Background: an optimization exercise with open tools, aiming at small area and a short achievable clock period. Do not read the settings as production practice.
In this exercise RTL edits were held to simulation tests only and were not proved equivalent to the original.
Power figures rest on the tool's default switching activity, not on a simulated workload.

$ cat flow/design.v
module rbc_ring_calc (
    input  wire        clk,
    input  wire        rst,
    input  wire        in_valid,
    output wire        in_ready,
    input  wire [31:0] in_cmd,        
    input  wire [31:0] in_arg0,       
    input  wire [31:0] in_arg1,       
    input  wire [31:0] in_arg2,       
    input  wire        in_bound,      
    input  wire        in_grant,      
    input  wire        in_role,       
    input  wire [3:0]  in_kind,       
    input  wire [31:0] in_slots,      
    input  wire [31:0] in_base,       
    input  wire [31:0] in_grant_wr,   
    input  wire [31:0] in_grant_n,    
    input  wire [31:0] in_rd,
    input  wire [31:0] in_wr,
    output reg         out_valid,
    input  wire        out_ready,
    output wire [3:0]  out_err,       
    output wire [31:0] out_info,      
    output wire [31:0] out_res0,      
    output wire [31:0] out_res1,
    output wire [31:0] out_res2,
    output wire [31:0] out_first,     
    output wire [31:0] out_second,    
    output wire [31:0] out_addr0,
    output wire [31:0] out_addr1,
    output wire [31:0] out_addr2,
    output wire        out_store,     
    output wire [31:0] out_store_val  
);
    localparam [3:0] E_NONE          = 4'd0;
    localparam [3:0] E_ILLEGAL_CMD   = 4'd1;
    localparam [3:0] E_NOT_BOUND     = 4'd2;
    localparam [3:0] E_ROLE          = 4'd3;
    localparam [3:0] E_ALIGN         = 4'd5;
    localparam [3:0] E_BUS           = 4'd6;
    localparam [3:0] E_TYPE_MISMATCH = 4'd7;
    localparam [3:0] E_SIZE_OVERFLOW = 4'd9;
    localparam [3:0] E_INDEX_RANGE   = 4'd10;
    localparam [3:0] E_GRANT_PENDING = 4'd11;
    localparam [3:0] E_NO_GRANT      = 4'd12;
    localparam [3:0] E_COMMIT_RANGE  = 4'd13;
    function [1:0] esize_log2(input [3:0] kind);
        case (kind)
            4'd0, 4'd1, 4'd2:       esize_log2 = 2'd0;
            4'd3, 4'd4:             esize_log2 = 2'd1;
            4'd5, 4'd6, 4'd7:       esize_log2 = 2'd2;
            default:                esize_log2 = 2'd3;
        endcase
    endfunction
    wire [7:0] opc      = in_cmd[31:24];
    wire [3:0] c_kind   = in_cmd[23:20];
    wire [1:0] c_proto  = in_cmd[19:18];
    wire       c_role   = in_cmd[17];
    wire       c_init   = in_cmd[16];
    wire       c_dflt   = in_cmd[16];
    wire op_nop    = (opc == 8'h00);
    wire op_bind   = (opc == 8'h01);
    wire op_size   = (opc == 8'h02);
    wire op_empty  = (opc == 8'h03);
    wire op_full   = (opc == 8'h04);
    wire op_cap    = (opc == 8'h05);
    wire op_avrd   = (opc == 8'h06);
    wire op_avwr   = (opc == 8'h07);
    wire op_push   = (opc == 8'h10);
    wire op_pop    = (opc == 8'h11);
    wire op_acq    = (opc == 8'h12);
    wire op_commit = (opc == 8'h13);
    wire op_query  = op_empty | op_full | op_cap | op_avrd | op_avwr;
    wire op_pp     = op_push | op_pop;
    wire z23 = (in_cmd[23:0] == 24'd0);
    wire z15 = (in_cmd[15:0] == 16'd0);
    wire legal = ((op_nop | op_query | op_pp | op_acq) & z23) |
                 (op_bind & z15 & (c_proto != 2'd3)) |
                 (op_size & (in_cmd[19:0] == 20'd0)) |
                 (op_commit & (in_cmd[23:17] == 7'd0) & z15);
    wire [1:0] re = esize_log2(in_kind);    
    wire [1:0] ce = esize_log2(c_kind);     
    wire [32:0] d1      = {1'b0, in_wr} - {1'b0, in_rd};
    wire        wr_lt   = d1[32];                        
    wire        use_w   = ~(op_empty | op_avrd | op_pop);
    wire [31:0] avail   = (d1[31:0] ^ {32{use_w}}) +
                          ((wr_lt ^ use_w) ? in_slots : 32'd0);
    wire        av_zero = (avail == 32'd0);              
    wire        rd_bad  = (in_rd >= in_slots);
    wire        wr_bad  = (in_wr >= in_slots);
    wire [31:0] req      = op_acq ? in_arg0 : in_arg1;
    wire        req_lt   = (req < avail);
    wire [31:0] commit_c = c_dflt ? in_grant_n : in_arg0;
    wire [31:0] pa  = op_commit ? in_grant_wr : (op_pop ? in_rd : in_wr);
    wire [31:0] pb  = op_commit ? commit_c : req;
    wire [32:0] psum = {1'b0, pa} + {1'b0, pb};
    wire [33:0] tsum = {1'b0, psum} - {2'b0, in_slots};
    wire        t_neg   = tsum[33];
    wire [31:0] mod_req = t_neg ? psum[31:0] : tsum[31:0];
    wire [31:0] sec_req = t_neg ? 32'd0 : tsum[31:0];
    wire [31:0] rd_m1   = in_rd - 32'd1;
    wire [31:0] s_m1    = in_slots - 32'd1;
    wire        rd_zero = (in_rd == 32'd0);
    wire [31:0] adv_av  = op_pop ? in_wr : (rd_zero ? s_m1 : rd_m1);
    wire [31:0] sec_av  = op_pop ? (wr_lt ? in_wr : 32'd0) :
                                   ((~wr_lt & ~rd_zero) ? rd_m1 : 32'd0);
    wire [31:0] xfer_n   = req_lt ? req : avail;
    wire [31:0] xfer_sec = req_lt ? sec_req : sec_av;
    wire [31:0] xfer_adv = req_lt ? mod_req : adv_av;
    wire [31:0] slot_addr = in_base + 32'd8 + (pa << re);
    wire [1:0]  sh   = op_size ? ce : (op_pp ? re : 2'd0);
    wire [31:0] a0   = op_acq ? in_base : (op_size ? 32'd8 : in_arg0);
    wire [31:0] a2   = op_pp ? in_arg2 : (op_acq ? 32'd8 : {31'd0, op_size});
    wire [31:0] ls   = op_size ? in_arg0 : in_arg1;
    wire [35:0] wsum = {4'd0, a0} + ({4'd0, a2} << sh);
    wire [36:0] zsum = {1'd0, wsum} + ({5'd0, ls} << sh);
    wire        z_hi = (zsum[36:32] != 5'd0);
    wire        z_bus = z_hi & ~((zsum[36:32] == 5'd1) & (zsum[31:0] == 32'd0));
    wire        buf_align = (re == 2'd0) ? 1'b0 :
                            (re == 2'd1) ? in_arg0[0] :
                            (re == 2'd2) ? (in_arg0[1:0] != 2'd0) :
                                           (in_arg0[2:0] != 3'd0);
    wire [31:0] bind_body = in_arg1 - 32'd8;
    wire [31:0] bind_s    = bind_body >> ce;
    wire        bind_rem  = (ce == 2'd0) ? 1'b0 :
                            (ce == 2'd1) ? bind_body[0] :
                            (ce == 2'd2) ? (bind_body[1:0] != 2'd0) :
                                           (bind_body[2:0] != 3'd0);
    wire        bind_small = (in_arg1 < ({28'd0, 4'd8} + (32'd1 << ce)));
    wire        bind_ovf  = (in_arg1 > 32'h8000_0008);    
    wire        bind_badk = (c_kind >= 4'd11);
    wire [3:0]  bind_esz  = 4'd1 << ce;
    reg [3:0]  n_err;
    reg [31:0] n_info;
    always @(*) begin
        n_err  = E_NONE;
        n_info = 32'd0;
        if (!legal) begin
            n_err  = E_ILLEGAL_CMD;
            n_info = in_cmd;
        end else if (op_bind) begin
            if (in_grant) begin
                n_err  = E_GRANT_PENDING;
            end else if (bind_badk) begin
                n_err  = E_TYPE_MISMATCH;
                n_info = {28'd0, c_kind};
            end else if (in_arg0[2:0] != 3'd0) begin
                n_err  = E_ALIGN;
                n_info = in_arg0;
            end else if (z_bus) begin
                n_err  = E_BUS;
                n_info = in_arg0;
            end else if (bind_small | bind_rem) begin
                n_err  = E_TYPE_MISMATCH;
                n_info = in_arg1;
            end else if (bind_ovf & (ce == 2'd0)) begin
                n_err  = E_SIZE_OVERFLOW;
                n_info = in_arg1;
            end else if ((c_proto == 2'd1 && c_kind != 4'd7) ||
                         (c_proto == 2'd2 && c_kind != 4'd1)) begin
                n_err  = E_TYPE_MISMATCH;
                n_info = {28'd0, c_kind};
            end
        end else if (op_size) begin
            if (bind_badk) begin
                n_err  = E_TYPE_MISMATCH;
                n_info = {28'd0, c_kind};
            end else if (in_arg0[31] | z_hi) begin
                n_err  = E_SIZE_OVERFLOW;
                n_info = in_arg0;
            end
        end else if (op_nop) begin
        end else if (!in_bound) begin
            n_err  = E_NOT_BOUND;
        end else if (op_query) begin
            if (op_cap) begin
            end else if (rd_bad) begin
                n_err  = E_INDEX_RANGE;
                n_info = in_rd;
            end else if (wr_bad) begin
                n_err  = E_INDEX_RANGE;
                n_info = in_wr;
            end
        end else if (in_role != op_pop) begin
            n_err  = E_ROLE;
            n_info = {31'd0, in_role};
        end else if (op_commit) begin
            if (!in_grant) begin
                n_err  = E_NO_GRANT;
            end else if (!c_dflt && (in_arg0 > in_grant_n)) begin
                n_err  = E_COMMIT_RANGE;
                n_info = in_arg0;
            end
        end else if (!op_pop && in_grant) begin
            n_err  = E_GRANT_PENDING;
        end else if (op_pp && buf_align) begin
            n_err  = E_ALIGN;
            n_info = in_arg0;
        end else if (op_pp && z_bus) begin
            n_err  = E_BUS;
            n_info = in_arg0;
        end else if (rd_bad) begin
            n_err  = E_INDEX_RANGE;
            n_info = in_rd;
        end else if (wr_bad) begin
            n_err  = E_INDEX_RANGE;
            n_info = in_wr;
        end
    end
    wire ok = (n_err == E_NONE);
    reg [31:0] n_x0;      
    reg [31:0] n_x1;      
    reg [31:0] n_x4;      
    reg        n_store;
    always @(*) begin
        n_x0    = 32'd0;
        n_x1    = 32'd0;
        n_x4    = 32'd0;
        n_store = 1'b0;
        if (op_bind) begin
            n_x0    = bind_s - 32'd1;
            n_x1    = {21'd0, c_role, c_proto, bind_esz, c_kind};
            n_x4    = bind_s;
            n_store = c_init;
        end else if (op_size) begin
            n_x0    = zsum[31:0];
        end else if (op_cap) begin
            n_x0    = s_m1;
        end else if (op_empty | op_full) begin
            n_x0    = {31'd0, av_zero};
        end else if (op_avrd | op_avwr) begin
            n_x0    = avail;
        end else if (op_commit) begin
            n_x0    = commit_c;
            n_x4    = mod_req;
            n_store = 1'b1;
        end else if (op_acq) begin
            n_x0    = xfer_n;
            n_x1    = xfer_sec;
            n_x4    = in_wr;
        end else if (op_pp) begin
            n_x0    = xfer_n;
            n_x1    = xfer_sec;
            n_x4    = xfer_adv;
            n_store = ~av_zero;
        end
        if (!ok) begin
            n_x0    = n_info;
            n_store = 1'b0;
        end
    end
    assign in_ready = !out_valid || out_ready;
    reg [3:0]  r_err;
    reg [31:0] x0, x1, x2, x3, x4;
    reg        r_store;
    reg        k_pp;       
    reg        k_acq;      
    reg        k_bind;     
    reg [1:0]  r_e;        
    always @(posedge clk) begin
        if (rst) begin
            out_valid <= 1'b0;
        end else if (in_ready) begin
            out_valid <= in_valid;
        end
    end
    always @(posedge clk) begin
        if (in_ready) begin
            r_err   <= n_err;
            x0      <= n_x0;
            x1      <= n_x1;
            x2      <= slot_addr;
            x3      <= wsum[31:0];
            x4      <= n_x4;
            r_store <= n_store;
            k_pp    <= ok & op_pp;
            k_acq   <= ok & op_acq;
            k_bind  <= ok & op_bind;
            r_e     <= re;
        end
    end
    wire        is_err  = (r_err != E_NONE);
    wire        k_xfer  = k_pp | k_acq;
    wire [31:0] first   = x0 - x1;
    wire [31:0] addr2   = x3 + (first << r_e);
    assign out_err       = r_err;
    assign out_info      = is_err ? x0 : 32'd0;
    assign out_res0      = is_err ? 32'd0 : x0;
    assign out_res1      = (k_bind | k_acq) ? x4 : 32'd0;
    assign out_res2      = k_bind ? {21'd0, x1[10:0]} : 32'd0;
    assign out_first     = k_xfer ? first : 32'd0;
    assign out_second    = k_xfer ? x1 : 32'd0;
    assign out_addr0     = k_xfer ? x2 : 32'd0;
    assign out_addr1     = k_xfer ? x3 : 32'd0;
    assign out_addr2     = k_pp ? addr2 : 32'd0;
    assign out_store     = r_store;
    assign out_store_val = (r_store & ~k_bind) ? x4 : 32'd0;
endmodule
$ cat flow/run.sh
#!/bin/bash
# synth_recipe.tcl (not shown) runs the flow's synth.tcl, then flattens the netlist and writes it again
# the make line also repeats each setting of config.mk as NAME=value (left out here)
make -C /OpenROAD-flow-scripts/flow DESIGN_CONFIG=/design/flow/config.mk WORK_HOME=/design/flow/orfs CLKGATE_MAP_FILE= SYNTH_SCRIPT=/design/flow/synth_recipe.tcl finish
$ cat flow/config.mk
export PLATFORM = sky130hd
export DESIGN_NAME = rbc_ring_calc
export DESIGN_NICKNAME = rbc_ring_calc
export VERILOG_FILES = /design/flow/design.v
export SDC_FILE = /design/flow/constraint.sdc
export NUM_CORES = 4
export LEC_CHECK = 0
export CAP_MARGIN = 20
export CORE_MARGIN = 2
export CORE_UTILIZATION = 40
export SLEW_MARGIN = 20
$ cat flow/constraint.sdc
create_clock -name core_clock -period 30.0 [get_ports {clk}]
set_input_delay 6.0000 -clock core_clock [delete_from_list [all_inputs] [get_ports {clk}]]
set_output_delay 6.0000 -clock core_clock [all_outputs]
set_load 0.01 [all_outputs]
==> results.yml <==
route:
  routed_wl_mm: 255
  wl_per_cell_um: 34.2
  dr_total_vias: 49400
  dr.pass1.iters: 9
  viasPerCell: 6.64
  drtAntennaViolNets: 0
  drt_iter0_markers: 8137
  drc: 0
pwr:
  leakagePower_nw: 20.7
  p_per_area_mw_per_mm2: 40.6
  vdd_drop_max_mv: 0.0507
sta:
  rsz0062_at_grt: "no"
  clock_skew_ps: 18.8
  finalHoldViolCount: 0
  finalWorstSetupSlack_ps: 12330
  finalCritPeriodShare: 0.589
  slew-limit-headroom: 0.0698
  setup_tns_ps: 0
  hold_slack_ps: 1250
  worst_pin_slew_ps: 1390
  min_period_ps: 17670
  fmax_ghz: 0.0566
  setup_viol: 0
  final_max_slew_viol_count: 0
synthesis:
  synthArstFlopShare: 0
  synthFlopType: "edfxtp_1"
  yosysWarnings: 1
  mappedNetlistArea_mm2: 0.0406
  ys_seq_elements: 171
  avgSynthCellArea_um2: 7.22
  synth-edff-count: 170
  yosysSeqAreaShare: 0.126
  syn_inst: 5615
  synth.distinct_cells: 105
placed_design:
  pre_cts_slack_ps: 12300
  hpwl_mm: 211
  dpl_cell_area_mm2: 0.0482
  port-buffer-count: 636
  gp_congestion: 1.14
floorplanning:
  fp.coreArea_mm2: 0.100
  die_w_um: 322
  initial_core_util: 0.404
  die_h_um: 322
  fp-row-count: 116
  dieArea_mm2: 0.104
  ios: 658
critical_path:
  path_delay_family: "simple AND/OR/NAND/NOR gates"
  crit_type: "input port to flip-flop"
  crit_required_ps: 30390
  cp_slowest_cell: "clkdlybuf4s50_1"
  crit_path_start_kind: "input port"
  crit_buf_inv: 3
  path_max_fanout: 52
  worstSetupEndpointType: "flip-flop"
  cpPeakStageDelay_ps: 920
  arrival_ps: 18060
cells_and_area:
  final_area_mm2: 0.0490
  areaGrowthSynthToFinish_pct: 20.7
  layout_common_cells: "clkdlybuf4s50_1, nor2_1, nand2_1"
  layout_commonest_cell: "clkdlybuf4s50_1"
  drive_gt1_frac: 0.0454
  final_util: 0.488
  fin_nets: 6850
clock_network:
  post_cts_buffers: 0
  clk_pin_slew_ps: 80
  tritoncts: "built"
  cts-buffers-inserted: 17
  cts_sinks: 171
  cts-root-buf: "clkbuf_16"
  cts_hold_buf: 0
  clk_latency_ps: 540
  clockBufferDepth: 2
  htreeDepth: 4
  cts_resized: 0
global_routing:
  grt_first_pass_wirelength_mm: 343
  grt_usage: 0.471
  grt_max_degree: 125
  grt_pass1_vias: 44300
  grt_antenna_before_repair: 21
  overflow: 0
outcome:
  outcome: "complete, no violations"
job:
  cap_violations: 0
hold_path:
  hp-class: "flip-flop to flip-flop"
==> worst min-delay path: cells and delay by family (launching register included) <==
kind | cells | cell delay (ps)
AOI/OAI and AO/OA | 1 | 150
DFF | 1 | 340
and+or+nand+nor | 1 | 720
==> cells by family (layout without fill, tap and decap cells) <==
family | Yosys count | in the layout | synth area share
simple gates | 2080 | 2080 | 0.247
compound gates | 1640 | 1640 | 0.269
buf+inv | 631 | 1072 | 0.0619
fa+ha+maj | 460 | 460 | 0.143
xor+xnor | 360 | 360 | 0.0777
mux | 272 | 272 | 0.0744
flops | 171 | 171 | 0.126
other cells | 1 | 32 | 0.0000925
==> cell usage after synthesis (52+ instances only) <==
cell      number  area share
a221oi_1      60       0.013
nand2_1      510       0.047
nor2_1       596       0.055
nand4_1       53      0.0082
and3_1        54      0.0083
xor2_1       106       0.023
nand2b_1      53      0.0082
o21ai_0      279       0.034
inv_1        299       0.028
a211oi_1      94       0.017
nor3_1       147       0.018
mux2i_1      216       0.053
a31oi_1       91       0.014
a21oi_1      424       0.052
xnor2_1      254       0.055
o21a_1        52      0.0096
a21o_1       121       0.022
o211ai_1      58       0.011
o22ai_1       52      0.0080
nor2b_1      185       0.029
and2_1       154       0.024
clkbuf_1     252       0.023
nand3_1      162       0.020
ha_1         447        0.14
edfxtp_1     170        0.13
==> metal layers <==
metal,part of all wire,track usage,vias up,wire length [um]
met5,0.00050,0,-,127
met4,0.10,0.376,20,25800
met3,0.12,0.131,932,31200
met2,0.40,0.687,3676,102000
met1,0.37,0.580,23300,95500
li1,-,-,21500,-
==> worst paths after layout <==
kind	start	end	slack, ps	cells after the start
min	out_valid	out_valid	1250	2
min reg2reg	out_valid	out_valid	1250	2
max	in_cmd[25]	x0[13]	12330	35
max reg2reg	out_valid	x2[6]	27790	2
==> metrics by stage <==
stage | total power, mW | cells
2_1_floorplan | 1.15 | 5635
3_3_place_gp | 1.65 | 7398
3_5_place_dp | 1.66 | 7399
4_1_cts | 1.92 | 7431
5_1_grt | 2.07 | 7435
6_report | 1.99 | 7444
==> report_power, final <==
| group | switching, mW | internal (mW) | total (mW) |
|---|---|---|---|
| Sequential | 0.0247 | 0.300 | 0.325 |
| Clock | 0.125 | 0.141 | 0.266 |
| Combinational | 0.897 | 0.500 | 1.40 |
==> flip-flops by register name (all words and copies together), names as in the netlist, 2 cells and up <==
signal  cells
r_e         2
r_err       4
x0         32
x1         32
x2         32
x3         32
x4         32
==> final cells by class <==
cell class | count | area, um2
Multi-Input combinational cell | 4833 | 33200
Timing Repair Buffer | 736 | 7140
Tap cell | 1357 | 1700
Inverter | 304 | 1140
Sequential cell | 171 | 5120
Clock buffer | 17 | 425
Fill cell | 10200 | 51300
Antenna cell | 11 | 27.5
Clock inverter | 15 | 206

static timing again, ports no longer ideal:
The flow's constraints put no driver on any port. The routed layout listed below was extracted and timed again, unchanged, in two steps.
Step 1 assumes that a clkbuf_16 drives the clock port and a buf_2 every other input.
Step 2 also shifts input and output timing later by t, the mid clock arrival at the registers, as if the neighbouring blocks saw the same clock.
Three values: ideal, step 1, step 2; two values: the first two.
t (ns): 0.607
slack for setup (ns): 12.329 / 12.331 / 11.723
hold slack, ns: 1.252 / 1.252 / 1.252
After both steps setup and hold are still met in this run. The setup slack of this run moves by +0.002 ns with the drivers and by -0.606 ns with both steps.
